This is an optimization exercise on Yosys and OpenROAD, whose aim is small area, a short achievable clock period and few clock cycles, not a production implementation.
RTL that was checked went through simulation tests only; none was proved equivalent to the original.
Power and IR drop assume default switching activity.

the previous run:
Design ndef_dec, start of the top module:
module ndef_dec (
    input  wire        clk,
    input  wire        rst,           
    input  wire        req,
    input  wire [7:0]  op,
    input  wire [7:0]  arg,
    output wire        busy,
    output reg         done,
    output reg  [2:0]  res,
    output reg  [3:0]  cause,
    output reg         badtxt,
    output wire [15:0] tb_len,
    output wire [15:0] txt_off,
    output wire [15:0] txt_len,
    output wire [15:0] idx,
    input  wire [15:0] rd_addr,
    output wire [7:0]  rd_data
);
Size: ~2500 cells after synthesis, ~1200 flip-flops, about 120 I/O pins, about 0.037 mm^2 of cells after synthesis.
clock: 10.0 ns
lec_check: 0
cap_margin: 20
core_margin: 2
core_utilization: 50
cts_cluster_diameter: 90
cts_cluster_size: 24
slew_margin: 20
standard.sh (not shown) runs the stock make flow with config.mk's settings and CLKGATE_MAP_FILE= SYNTH_SCRIPT=/design/flow/synth_recipe.tcl, a recipe that flattens the netlist after the stock synthesis.
==> flow/flow/run.sh <==
#!/bin/bash
# The standard layout (standard.sh, with its unchanged synthesis), with
# more timing-repair effort: repair_timing aims for 6.0 ns of setup slack,
# ports are buffered with buf_2, and the resizer may change a cell's footprint.
bash standard.sh SETUP_SLACK_MARGIN=6.0 MATCH_CELL_FOOTPRINT=0 \
    "BUFFER_PORTS_ARGS=-buffer_cell sky130_fd_sc_hd__buf_2" finish > standard.log 2>&1
Testbench counts of the previous run, summed over its fixed seeds: cycles 15,689.
Setup changes, the previous run to the current run
--- a/flow/design.v
+++ b/flow/design.v
@@ -44,14 +44,17 @@
                      M_PL4D = 4'd11,    
                      M_ID   = 4'd12,    
                      M_TCHK = 4'd13,    
                      M_LANG = 4'd14,    
                      M_TXT  = 4'd15;    
     reg [CAP*8-1:0] ring;
     reg [6:0] rot;
+    reg       rot_x01;               
+    reg [6:2] rot_n;                 
+    wire [6:0] rot_dec = rot - 7'd1;
     reg [6:0] ofs;                   
     reg [7:0] len;                   
     reg       busy_r;
     reg       wpend;                 
     wire      full = len[7];
     assign tb_len = {8'd0, len};
     assign busy   = busy_r;
@@ -74,15 +77,16 @@
     assign ra_c[0] = 1'b0;
     assign ra_c[1] = ra_g[0];
     assign ra_c[2] = ra_g[1] | (ra_p[1] & ra_g[0]);
     assign ra_c[3] = ra_g[2] | (ra_p[2] & ra_c[2]);
     assign ra_c[4] = ra_g[3] | (ra_p[3] & ra_g[2]) | (ra_p[3] & ra_p[2] & ra_c[2]);
     assign ra_c[5] = ra_g[4] | (ra_p[4] & ra_c[4]);
     assign ra_c[6] = ra_g[5] | (ra_p[5] & ra_g[4]) | (ra_p[5] & ra_p[4] & ra_c[4]);
-    wire [6:0] ra = ra_p ^ ra_c;
+    wire [6:2] ra_hi = rd_addr[6:2] ^ ((ra_c[6:2] & rot_n[6:2]) | (~ra_c[6:2] & rot[6:2]));
+    wire [6:0] ra = {ra_hi, rd_addr[1] ^ (rd_addr[0] ? rot_x01 : rot[1]), ra_p[0]};
     wire [CAP*8-1:0] rview = {ring[CAP*8-1:8], slot0};
     reg  [7:0] rd_lo, rd_hi;
     reg        rd_sel;
     always @(posedge clk) begin
         rd_lo  <= rview[ra[5:0]*8 +: 8];
         rd_hi  <= rview[512 + ra[5:0]*8 +: 8];
         rd_sel <= ra[6];
@@ -100,16 +104,16 @@
     reg [8:0]  rend;                 
     reg [7:0]  pl;                   
     reg        pl_big;               
     reg [7:0]  p2;                   
     reg        s_badtxt;
     wire [7:0] b   = pb;
     wire [7:0] p1  = len;
-    wire [8:0] np1 = {1'b0, np} + 9'd1;
-    wire       hit = pend && !fin && (np1 == {1'b0, len});
+    wire [7:0] lm1 = len - 8'd1;              
+    wire       hit = pend && !fin && (np == lm1);
     wire       rs_hdr = !h_me && (np < msgend);
     wire       as_t   = (mode == M_T) || (mode == M_RS && !rs_hdr);
     wire       as_hdr = (mode == M_HDR) || (mode == M_RS && rs_hdr);
     wire [8:0] rend_inc  = rend + 9'd1 + ((mode == M_PL4A || mode == M_PL4B || mode == M_PL4C) ? 9'd0 : {1'b0, b});
     wire [8:0] rend_next = {rend_inc[8] | rend[8], rend_inc[7:0]};
     wire       s_nob     = (mode == M_PL1) || (mode == M_PL4D);
     wire       s_cin     = s_nob || (mode == M_ID);
@@ -334,18 +338,22 @@
     always @(posedge clk) begin
         if (!busy_r) begin
             pb <= arg;
         end
     end
     always @(posedge clk) begin
         if (rst || is_clr) begin
-            rot <= 7'd1;
-            ofs <= 7'd1;
+            rot     <= 7'd1;
+            rot_n   <= 5'h1F;
+            rot_x01 <= 1'b1;
+            ofs     <= 7'd1;
         end else begin
-            rot <= rot - 7'd1;
+            rot     <= rot_dec;
+            rot_n   <= ~rot_dec[6:2];
+            rot_x01 <= rot[1];       
             ofs <= app_ok ? ofs : ofs - 7'd1;
         end
     end
     always @(posedge clk) begin
         if (rst || is_clr) begin
             mode     <= M_T;
             fin      <= 1'b0;
Notes after the runs:
- Die area: the current run worse than the previous run
- NOTE total length of routed wires the previous run->the current run increased by more than 10%
- [the current run vs the previous run] met1 wire length: higher in the current run
- Per the comparison of the current run with the previous run, number of clock buffers in the layout +about 1.7%; layout overhead on the synthesized area lower; multi-input combinational gate total higher.
- Compare the current run and the previous run | width of the die lower: the previous run
- Against the previous run as the reference, the current run delivers a higher post-route cell area.
- On the current run: internal power component is about 0.56% higher than what the previous run gave.
- The previous run -> the current run: total design power increased by a few percent
- Comparing number of buffers and inverters on the critical path for the current run and the previous run, the smaller number came from the current run.
- Reported sequential group power: the current run and the previous run compared, higher one is the current run
- Global placement routability congestion, the current run and the previous run, lower one = the previous run.
Testbench counts of the current run, summed over its fixed seeds: cycles 15,689.

Another version of the RTL of ndef_dec (not shown whole).
For scale: roughly 1200 flip-flops, roughly 120 I/O pins.
Design ndef_dec, start of the top module:
module ndef_dec (
    input  wire        clk,
    input  wire        rst,           
    input  wire        req,
    input  wire [7:0]  op,
    input  wire [7:0]  arg,
    output wire        busy,
    output reg         done,
    output reg  [2:0]  res,
    output reg  [3:0]  cause,
    output reg         badtxt,
    output wire [15:0] tb_len,
    output wire [15:0] txt_off,
    output wire [15:0] txt_len,
    output wire [15:0] idx,
    input  wire [15:0] rd_addr,
    output wire [7:0]  rd_data
);
    localparam CAP = 128;
    localparam [7:0] OP_DEC   = 8'h30;
    localparam [7:0] OP_TBCLR = 8'h40;
    localparam [7:0] OP_TBAPP = 8'h41;
    localparam [2:0] R_OK        = 3'd1;
    localparam [2:0] R_FOUND     = 3'd4;
    localparam [2:0] R_NOT_FOUND = 3'd5;
    localparam [2:0] R_REFUSED   = 3'd6;
    localparam [3:0] C_NONE       = 4'd0;
    localparam [3:0] C_CAP        = 4'd5;
    localparam [3:0] C_END        = 4'd7;
    localparam [3:0] C_TERMINATOR = 4'd8;
    localparam [3:0] C_TRUNCATED  = 4'd9;
    localparam [3:0] C_ILLEGAL_OP = 4'd10;
    localparam [3:0] M_T    = 4'd0,     
                     M_HDR  = 4'd1,     
                     M_RS   = 4'd2,     
                     M_L    = 4'd3,     
                     M_LX1  = 4'd4,     
                     M_LX2  = 4'd5,     
                     M_TL   = 4'd6,     
                     M_PL1  = 4'd7,     
                     M_PL4A = 4'd8,     
                     M_PL4B = 4'd9,
                     M_PL4C = 4'd10,
                     M_PL4D = 4'd11,    
                     M_ID   = 4'd12,    
                     M_TCHK = 4'd13,    
                     M_LANG = 4'd14,    
                     M_TXT  = 4'd15;    
    reg [CAP*8-1:0] ring;
    reg [6:0] rot;
    reg       rot_x01;               
    reg [6:2] rot_n;                 
    wire [6:0] rot_dec = rot - 7'd1;
    reg [6:0] ofs;                   
    reg [7:0] len;                   
    reg       busy_r;
    reg       wpend;                 
    wire      full = len[7];
  ...
==> flow/config.mk <==
export PLATFORM = sky130hd
export DESIGN_NAME = ndef_dec
export DESIGN_NICKNAME = ndef_dec
export VERILOG_FILES = /design/flow/design.v
export SDC_FILE = /design/flow/constraint.sdc
export NUM_CORES = 4
export LEC_CHECK = 0
export CAP_MARGIN = 20
export CORE_MARGIN = 2
export CORE_UTILIZATION = 50
export CTS_CLUSTER_DIAMETER = 90
export CTS_CLUSTER_SIZE = 24
export SLEW_MARGIN = 20
==> flow/constraint.sdc <==
create_clock -name core_clock -period 10.0 [get_ports {clk}]
set_input_delay 2.0000 -clock core_clock [delete_from_list [all_inputs] [get_ports {clk}]]
set_output_delay 2.0000 -clock core_clock [all_outputs]
set_load 0.01 [all_outputs]
Scripts as last shown in full above: flow/flow/run.sh
Change:
--- a/flow/design.v
+++ b/flow/design.v
@@ -46,14 +46,12 @@
                      M_TCHK = 4'd13,    
                      M_LANG = 4'd14,    
                      M_TXT  = 4'd15;    
     reg [CAP*8-1:0] ring;
     reg [6:0] rot;
     reg       rot_x01;               
-    reg [6:2] rot_n;                 
-    wire [6:0] rot_dec = rot - 7'd1;
     reg [6:0] ofs;                   
     reg [7:0] len;                   
     reg       busy_r;
     reg       wpend;                 
     wire      full = len[7];
     assign tb_len = {8'd0, len};
@@ -78,14 +76,13 @@
     assign ra_c[1] = ra_g[0];
     assign ra_c[2] = ra_g[1] | (ra_p[1] & ra_g[0]);
     assign ra_c[3] = ra_g[2] | (ra_p[2] & ra_c[2]);
     assign ra_c[4] = ra_g[3] | (ra_p[3] & ra_g[2]) | (ra_p[3] & ra_p[2] & ra_c[2]);
     assign ra_c[5] = ra_g[4] | (ra_p[4] & ra_c[4]);
     assign ra_c[6] = ra_g[5] | (ra_p[5] & ra_g[4]) | (ra_p[5] & ra_p[4] & ra_c[4]);
-    wire [6:2] ra_hi = rd_addr[6:2] ^ ((ra_c[6:2] & rot_n[6:2]) | (~ra_c[6:2] & rot[6:2]));
-    wire [6:0] ra = {ra_hi, rd_addr[1] ^ (rd_addr[0] ? rot_x01 : rot[1]), ra_p[0]};
+    wire [6:0] ra = {ra_p[6:2] ^ ra_c[6:2], rd_addr[1] ^ (rd_addr[0] ? rot_x01 : rot[1]), ra_p[0]};
     wire [CAP*8-1:0] rview = {ring[CAP*8-1:8], slot0};
     reg  [7:0] rd_lo, rd_hi;
     reg        rd_sel;
     always @(posedge clk) begin
         rd_lo  <= rview[ra[5:0]*8 +: 8];
         rd_hi  <= rview[512 + ra[5:0]*8 +: 8];
@@ -340,18 +337,16 @@
             pb <= arg;
         end
     end
     always @(posedge clk) begin
         if (rst || is_clr) begin
             rot     <= 7'd1;
-            rot_n   <= 5'h1F;
             rot_x01 <= 1'b1;
             ofs     <= 7'd1;
         end else begin
-            rot     <= rot_dec;
-            rot_n   <= ~rot_dec[6:2];
+            rot     <= rot - 7'd1;
             rot_x01 <= rot[1];       
             ofs <= app_ok ? ofs : ofs - 7'd1;
         end
     end
     always @(posedge clk) begin
         if (rst || is_clr) begin
Core utilization came out higher by 0.31 points.
Cell area drops by 1.4%.
Register-to-register slack is better by 0.03 ns.
Power goes down by 2.9%.
Setup slack got worse by 0.27 ns.
Testbench counts after the change, summed over its fixed seeds: cycles 15,689.
No functional check of the RTL was part of the first run of this note.

==> re-timing with driven ports <==
The flow's constraints put no driver on any port. The routed layouts listed below were extracted and timed again, unchanged, in two steps. Step 1 sets driving cells, clkbuf_16 on the clock port and buf_2 on the other inputs (assumed; they add their load-dependent delay and slew). Step 2 adds t to the input delays and takes it off the output delays; t is the mean of the earliest and latest rising clock arrival at the registers after step 1. Input paths then give back, and output paths get back, about the clock's delay inside the block. Slacks: ideal ports / drivers / drivers and shift; pairs: ideal ports / drivers.
| run | t, ns | setup slack, ns | clock arrival spread, ns | pins driven straight from the clock port |
|---|---|---|---|---|
| the previous run | 0.700 | 5.686 / 5.710 / 5.010 | 0.042 / 0.043 | 1 |
| the current run | 0.724 | 6.044 / 6.070 / 5.346 | 0.022 / 0.022 | 1 |
| the first run of note 2 | 0.704 | 6.012 / 6.010 / 5.306 | 0.029 / 0.028 | 1 |
| the second run of note 2 | 0.696 | 5.743 / 5.685 / 4.989 | 0.032 / 0.032 | 1 |
After both steps every run listed still meets setup and hold. The setup slack of the second run of note 2, which loses most, moves by -0.058 ns with the drivers and by -0.754 ns with both steps.
